This is an optimization exercise on Yosys and OpenROAD, whose aim is small area, a short achievable clock period and few clock cycles per item, not a production implementation.
Function was checked by simulation only, so behaviour that the tests miss may differ from the original.
No activity file was given, so power comes from the tool's default toggle rates.

==> flow/design.v <==
`timescale 1ns/1ps
module cc8_rx (
    input  wire         clk,
    input  wire         rst,         
    input  wire         in_valid,
    input  wire [15:0]  in_edge,     
    input  wire         in_last,     
    output wire         in_ready,
    output reg          out_valid,   
    output wire [127:0] rxb,         
    output wire [7:0]   nbits,       
    output wire         dec_err,     
    output wire [7:0]   zrun_cnt,    
    output wire [4:0]   oct_cnt,     
    output wire [7:0]   crc          
);
    function [7:0] crc8_step;
        input [7:0] c_in;
        input [7:0] b;
        integer t;
        reg [7:0] c;
        begin
            c = c_in ^ b;
            for (t = 0; t < 8; t = t + 1)
                c = c[0] ? ((c >> 1) ^ 8'hD9) : (c >> 1);
            crc8_step = c;
        end
    endfunction
    reg         rdy;
    reg         v0, l0;
    reg [15:0]  e0;
    wire        acc = in_valid & rdy;
    assign in_ready = rdy;
    reg         v1, l1;
    reg [3:0]   r1;
    reg [15:0]  prev;
    wire [6:0]  d;
    wire [7:0]  bw;
    assign bw[0] = 1'b0;
    genvar gi;
    generate
        for (gi = 0; gi < 7; gi = gi + 1) begin : g_sub
            assign d[gi]    = e0[gi] ^ prev[gi] ^ bw[gi];
            assign bw[gi+1] = (~e0[gi] & prev[gi]) | (~(e0[gi] ^ prev[gi]) & bw[gi]);
        end
    endgenerate
    wire [8:0]  eh = e0[15:7];
    wire [8:0]  nph = ~prev[15:7];
    wire [8:0]  zz;
    assign zz[0] = ~(eh[0] ^ nph[0] ^ ~bw[7]);
    generate
        for (gi = 1; gi < 9; gi = gi + 1) begin : g_z
            assign zz[gi] = ~((eh[gi] ^ nph[gi]) ^ (eh[gi-1] | nph[gi-1]));
        end
    endgenerate
    wire        big = ~&zz;
    reg  [3:0]  r_lo;
    always @* begin
        case (d)
            7'd0: r_lo = 4'd0;
            7'd1: r_lo = 4'd0;
            7'd2: r_lo = 4'd0;
            7'd3: r_lo = 4'd0;
            7'd4: r_lo = 4'd0;
            7'd5: r_lo = 4'd1;
            7'd6: r_lo = 4'd1;
            7'd7: r_lo = 4'd1;
            7'd8: r_lo = 4'd1;
            7'd9: r_lo = 4'd1;
            7'd10: r_lo = 4'd1;
            7'd11: r_lo = 4'd1;
            7'd12: r_lo = 4'd1;
            7'd13: r_lo = 4'd1;
            7'd14: r_lo = 4'd1;
            7'd15: r_lo = 4'd2;
            7'd16: r_lo = 4'd2;
            7'd17: r_lo = 4'd2;
            7'd18: r_lo = 4'd2;
            7'd19: r_lo = 4'd2;
            7'd20: r_lo = 4'd2;
            7'd21: r_lo = 4'd2;
            7'd22: r_lo = 4'd2;
            7'd23: r_lo = 4'd2;
            7'd24: r_lo = 4'd2;
            7'd25: r_lo = 4'd3;
            7'd26: r_lo = 4'd3;
            7'd27: r_lo = 4'd3;
            7'd28: r_lo = 4'd3;
            7'd29: r_lo = 4'd3;
            7'd30: r_lo = 4'd3;
            7'd31: r_lo = 4'd3;
            7'd32: r_lo = 4'd3;
            7'd33: r_lo = 4'd3;
            7'd34: r_lo = 4'd3;
            7'd35: r_lo = 4'd4;
            7'd36: r_lo = 4'd4;
            7'd37: r_lo = 4'd4;
            7'd38: r_lo = 4'd4;
            7'd39: r_lo = 4'd4;
            7'd40: r_lo = 4'd4;
            7'd41: r_lo = 4'd4;
            7'd42: r_lo = 4'd4;
            7'd43: r_lo = 4'd4;
            7'd44: r_lo = 4'd4;
            7'd45: r_lo = 4'd5;
            7'd46: r_lo = 4'd5;
            7'd47: r_lo = 4'd5;
            7'd48: r_lo = 4'd5;
            7'd49: r_lo = 4'd5;
            7'd50: r_lo = 4'd5;
            7'd51: r_lo = 4'd5;
            7'd52: r_lo = 4'd5;
            7'd53: r_lo = 4'd5;
            7'd54: r_lo = 4'd5;
            7'd55: r_lo = 4'd6;
            7'd56: r_lo = 4'd6;
            7'd57: r_lo = 4'd6;
            7'd58: r_lo = 4'd6;
            7'd59: r_lo = 4'd6;
            7'd60: r_lo = 4'd6;
            7'd61: r_lo = 4'd6;
            7'd62: r_lo = 4'd6;
            7'd63: r_lo = 4'd6;
            7'd64: r_lo = 4'd6;
            7'd65: r_lo = 4'd7;
            7'd66: r_lo = 4'd7;
            7'd67: r_lo = 4'd7;
            7'd68: r_lo = 4'd7;
            7'd69: r_lo = 4'd7;
            7'd70: r_lo = 4'd7;
            7'd71: r_lo = 4'd7;
            7'd72: r_lo = 4'd7;
            7'd73: r_lo = 4'd7;
            7'd74: r_lo = 4'd7;
            7'd75: r_lo = 4'd8;
            7'd76: r_lo = 4'd8;
            7'd77: r_lo = 4'd8;
            7'd78: r_lo = 4'd8;
            7'd79: r_lo = 4'd8;
            7'd80: r_lo = 4'd8;
            7'd81: r_lo = 4'd8;
            7'd82: r_lo = 4'd8;
            7'd83: r_lo = 4'd8;
            7'd84: r_lo = 4'd8;
            7'd85: r_lo = 4'd9;
            7'd86: r_lo = 4'd9;
            7'd87: r_lo = 4'd9;
            7'd88: r_lo = 4'd9;
            7'd89: r_lo = 4'd9;
            7'd90: r_lo = 4'd9;
            7'd91: r_lo = 4'd9;
            7'd92: r_lo = 4'd9;
            7'd93: r_lo = 4'd9;
            7'd94: r_lo = 4'd9;
            7'd95: r_lo = 4'd10;
            7'd96: r_lo = 4'd10;
            7'd97: r_lo = 4'd10;
            7'd98: r_lo = 4'd10;
            7'd99: r_lo = 4'd10;
            7'd100: r_lo = 4'd10;
            7'd101: r_lo = 4'd10;
            7'd102: r_lo = 4'd10;
            7'd103: r_lo = 4'd10;
            7'd104: r_lo = 4'd10;
            7'd105: r_lo = 4'd10;
            7'd106: r_lo = 4'd10;
            7'd107: r_lo = 4'd10;
            7'd108: r_lo = 4'd10;
            7'd109: r_lo = 4'd10;
            7'd110: r_lo = 4'd10;
            7'd111: r_lo = 4'd10;
            7'd112: r_lo = 4'd10;
            7'd113: r_lo = 4'd10;
            7'd114: r_lo = 4'd10;
            7'd115: r_lo = 4'd10;
            7'd116: r_lo = 4'd10;
            7'd117: r_lo = 4'd10;
            7'd118: r_lo = 4'd10;
            7'd119: r_lo = 4'd10;
            7'd120: r_lo = 4'd10;
            7'd121: r_lo = 4'd10;
            7'd122: r_lo = 4'd10;
            7'd123: r_lo = 4'd10;
            7'd124: r_lo = 4'd10;
            7'd125: r_lo = 4'd10;
            7'd126: r_lo = 4'd10;
            7'd127: r_lo = 4'd10;
            default: r_lo = 4'd0;
        endcase
    end
    reg  [3:0]  r_c;
    always @* r_c = big ? 4'd10 : r_lo;
    reg [127:0] bits;
    reg [7:0]   nb;
    reg         sb;          
    reg         lv;          
    reg         err;
    reg [7:0]   zc;
    reg         ef;          
    reg         fresh;       
    reg [7:0]   asm;         
    reg [7:0]   crc_r;
    reg         p1, p2;
    reg [3:0]   rem;         
    reg         xm;          
    assign rxb      = bits;
    assign nbits    = nb;
    assign dec_err  = err;
    assign zrun_cnt = zc;
    assign crc      = crc_r;
    reg  [4:0]  oc;
    assign oct_cnt  = oc;
    wire xact    = xm;
    wire act_gap = v1 & ~ef & ~xact;
    wire act_fst = v1 &  ef & ~xact;
    wire act_p1  = p1 & ~xact;
    wire s1_hold = v1 & xact;
    wire [7:0] nb_e  = fresh ? 8'd0 : nb;
    wire       sb_e  = ~fresh & sb;
    wire       lv_e  = fresh | lv;
    wire       err_e = ~fresh & err;
    wire [7:0] zc_e  = fresh ? 8'd0 : zc;
    wire       pv_e  = ~err_e & lv_e;     
    wire       pv_r  = ~err & lv;
    wire [4:0] ci = nb_e[7:3];
    wire [2:0] lo = nb_e[2:0];
    reg  [7:0] th;
    always @* begin
        case (lo)
            3'd0: th = 8'b11111111;
            3'd1: th = 8'b11111110;
            3'd2: th = 8'b11111100;
            3'd3: th = 8'b11111000;
            3'd4: th = 8'b11110000;
            3'd5: th = 8'b11100000;
            3'd6: th = 8'b11000000;
            default: th = 8'b10000000;
        endcase
    end
    wire       v     = (p2 | xact) ? pv_r : (act_p1 ? pv_e : lv_e);
    wire [7:0] asm_f = (th & {8{v}}) | (~th & asm);
    wire [3:0] r      = r1;
    wire       dec    = ~err_e & ~nb_e[7];
    wire       zero   = (r == 4'd0);
    wire       bad    = (r == 4'd10) | (sb_e & (r == 4'd9));
    wire       app    = act_gap & dec & ~zero & ~bad;
    wire [3:0] s_add  = {1'b0, lo} + (r - 4'd1) + {3'd0, sb_e};
    wire       fill   = s_add[3];
    wire       crs    = app & fill;
    wire [2:0] lo_n   = s_add[2:0];
    wire [4:0] ci_n   = ci + 5'd1;
    wire [7:0] nb_n   = fill ? {ci_n, 3'd0} : {ci, lo_n};
    wire       rnz    = (rem != 4'd0);
    wire [3:0] rem_d  = rem - {3'd0, rnz};
    wire [3:0] len_f  = asm_f[3:0];
    wire [3:0] lmin   = (len_f == 4'd0) ? 4'd1 : len_f;
    wire       c0     = (ci == 5'd0);
    wire       inc    = c0 | rnz;
    wire [3:0] rem_n  = c0 ? lmin : rem_d;        
    wire       crc_en = ((crs | act_p1) & inc) | ((p2 | xact) & rnz);
    wire       crc_i  = fresh & (act_gap | act_p1);      
    wire [7:0] crc_b  = crc_r | {8{crc_i}};
    wire [7:0] crc_n  = crc8_step(crc_b, asm_f);
    wire [4:0] cr     = nb[7:3];             
    reg [15:0] dci, gtc;
    integer a;
    always @* begin
        dci = 16'd0;
        if (!ci[4]) dci[ci[3:0]] = 1'b1;
        for (a = 0; a < 16; a = a + 1)
            gtc[a] = (cr[4] == 1'b0) && (a > cr[3:0]);
    end
    wire [15:0] we = ({16{crs | act_p1}} & dci) | ({16{p2}} & gtc);
    wire rge2 = (rem[3:1] != 3'd0);
    wire rge3 = (rem[3:2] != 2'd0) | (&rem[1:0]);
    wire xlow = act_p1 ? (c0 | rge3) : ((p2 | xact) & rge2);
    integer q;
    always @(posedge clk) begin
        e0 <= in_edge;
        l0 <= in_last;
        if (!s1_hold) begin
            l1 <= l0;
            r1 <= r_c;
            if (v0) prev <= e0;
        end
        for (q = 0; q < 16; q = q + 1)
            if (we[q]) bits[8*q +: 8] <= asm_f;
        oc <= (bits[3:0] == 4'd0) ? 5'd2 : ({1'b0, bits[3:0]} + 5'd1);
        if (crc_en | crc_i)
            crc_r <= crc_n | {8{~crc_en}};
        if (act_gap | act_p1)
            asm <= (crs | act_p1) ? {8{v}} : asm_f;
        if (crs | act_p1)
            rem <= rem_n;
        else if (p2 | xact)
            rem <= rem_d;
        if (act_gap) begin
            lv  <= ~lv_e;
            nb  <= app ? nb_n : nb_e;
            sb  <= app ? ~fill : sb_e;
            err <= err_e | (dec & ~zero & bad);
            zc  <= (dec & zero & (zc_e != 8'hFF)) ? zc_e + 8'd1 : zc_e;
        end else if (act_p1) begin
            lv  <= lv_e;
            nb  <= nb_e;
            err <= err_e;
            zc  <= zc_e;
        end
        if (rst) begin
            rdy   <= 1'b1;
            v0    <= 1'b0;
            v1    <= 1'b0;
            ef    <= 1'b1;
            fresh <= 1'b0;
            p1    <= 1'b0;
            p2    <= 1'b0;
            xm    <= 1'b0;
            out_valid <= 1'b0;
        end else begin
            rdy <= ~(acc & in_last) & ~xlow;
            v0  <= acc;
            if (!s1_hold)
                v1 <= v0;
            if (act_gap | act_fst)
                ef <= l1;
            if (act_fst)
                fresh <= 1'b1;
            else if (act_gap | act_p1)
                fresh <= 1'b0;
            p1 <= ((act_gap | act_fst) & l1) | (p1 & ~act_p1);
            p2 <= act_p1;
            xm <= (p2 | xact) & rge2;
            out_valid <= (p2 | xact) & ~rge2;
        end
    end
endmodule
export LEC_CHECK = 0
export CAP_MARGIN = 20
export CORE_MARGIN = 2
export CORE_UTILIZATION = 65
export SLEW_MARGIN = 20
create_clock -name core_clock -period 20.0 [get_ports {clk}]
standard.sh (not shown) runs the stock make flow with config.mk's settings and CLKGATE_MAP_FILE= SYNTH_SCRIPT=/design/flow/synth_recipe.tcl, a recipe that flattens the netlist after the stock synthesis.
==> flow/flow/run.sh <==
#!/bin/bash
# The standard layout (standard.sh) with three changes of how it is made:
#  - port buffers are buf_1 instead of the delay buffer buffer_ports picks,
#  - repair_timing aims at a setup slack of 14.8 ns (the clock stays 20 ns),
#  - CTS inserts no dummy loads.
set -euo pipefail
CTS="-sink_clustering_enable -repair_clock_nets -sink_clustering_size 25 -sink_clustering_max_diameter 300 -buf_list sky130_fd_sc_hd__clkbuf_16 -dont_use_dummy_load"
bash standard.sh "BUFFER_PORTS_ARGS=-buffer_cell sky130_fd_sc_hd__buf_1" \
    "SETUP_SLACK_MARGIN=14.8" "CTS_ARGS=$CTS" finish > flow_standard.log 2>&1
Testbench counts at the start, summed over its fixed seeds: cycles 7,968, frames 192.
Next try:
--- a/flow/design.v
+++ b/flow/design.v
@@ -29,14 +29,25 @@
     reg         rdy;
     reg         v0, l0;
-    reg [15:0]  e0;
+    reg [6:0]   e0;
+    reg [8:0]   lhi;
+    reg         h0, h1;
     wire        acc = in_valid & rdy;
     assign in_ready = rdy;
+    wire [8:0]  ih  = in_edge[15:7];
+    wire [8:0]  nlh = ~lhi;
+    wire [8:0]  zz;
+    assign zz[0] = ~(ih[0] ^ nlh[0]);
+    genvar gi;
+    generate
+        for (gi = 1; gi < 9; gi = gi + 1) begin : g_z
+            assign zz[gi] = ~((ih[gi] ^ nlh[gi]) ^ (ih[gi-1] | nlh[gi-1]));
+        end
+    endgenerate
     reg         v1, l1;
     reg [3:0]   r1;
-    reg [15:0]  prev;
+    reg [6:0]   prev;
     wire [6:0]  d;
     wire [7:0]  bw;
     assign bw[0] = 1'b0;
-    genvar gi;
     generate
         for (gi = 0; gi < 7; gi = gi + 1) begin : g_sub
@@ -45,14 +56,5 @@
         end
     endgenerate
-    wire [8:0]  eh = e0[15:7];
-    wire [8:0]  nph = ~prev[15:7];
-    wire [8:0]  zz;
-    assign zz[0] = ~(eh[0] ^ nph[0] ^ ~bw[7]);
-    generate
-        for (gi = 1; gi < 9; gi = gi + 1) begin : g_z
-            assign zz[gi] = ~((eh[gi] ^ nph[gi]) ^ (eh[gi-1] | nph[gi-1]));
-        end
-    endgenerate
-    wire        big = ~&zz;
+    wire        big = bw[7] ? ~h1 : ~h0;
     reg  [3:0]  r_lo;
     always @* begin
@@ -273,9 +275,11 @@
     wire [15:0] we = ({16{crs | act_p1}} & dci) | ({16{p2}} & gtc);
     wire rge2 = (rem[3:1] != 3'd0);
-    wire rge3 = (rem[3:2] != 2'd0) | (&rem[1:0]);
-    wire xlow = act_p1 ? (c0 | rge3) : ((p2 | xact) & rge2);
+    wire xlow = act_p1 ? (rem_n[3:1] != 3'd0) : ((p2 | xact) & rge2);
     integer q;
     always @(posedge clk) begin
-        e0 <= in_edge;
+        e0 <= in_edge[6:0];
+        h0 <= (ih == lhi);
+        h1 <= &zz;
+        if (acc) lhi <= ih;
         l0 <= in_last;
         if (!s1_hold) begin
@@ -286,5 +290,6 @@
         for (q = 0; q < 16; q = q + 1)
             if (we[q]) bits[8*q +: 8] <= asm_f;
-        oc <= (bits[3:0] == 4'd0) ? 5'd2 : ({1'b0, bits[3:0]} + 5'd1);
+        if (we[0])
+            oc <= {1'b0, lmin} + 5'd1;
         if (crc_en | crc_i)
             crc_r <= crc_n | {8{~crc_en}};
Outcome: Routed wire length is lower by a few percent. Synthesized cell count came out lower by a few percent. Flip-flop and latch count fell by 7. Utilization rises by 1.5 points. Final area went down slightly. Via count decreases by a few percent. Clock power decreases by a few percent. Register-to-register slack gets worse by 0.11 ns.
Testbench counts after the change, summed over its fixed seeds: cycles 7,968, frames 192.

==> static timing again, ports no longer ideal <==
The flow's constraints put no driver on any port. The routed layouts listed below were extracted and timed again, unchanged, in two steps.
Step 1 sets driving cells, clkbuf_16 on the clock port and buf_2 on the other inputs (assumed; they add their load-dependent delay and slew).
Step 2, shift: input delay + t, output delay - t, t = (earliest + latest rising clock arrival at the registers) / 2. This alone moves slack from input paths to output paths.
Three values: no drivers, after step 1, after step 2; two values: the first two.
run	shift t [ns]	setup WS [ns]	cell pins on the clock port's net
the first run	0.494	14.839 / 14.796 / 15.113	1
the second run	0.486	14.844 / 14.802 / 14.679	1
After both steps setup and hold are still met in every run listed. For the second run, which loses most, drivers alone change the setup slack by -0.042 ns; drivers and shift together by -0.165 ns.
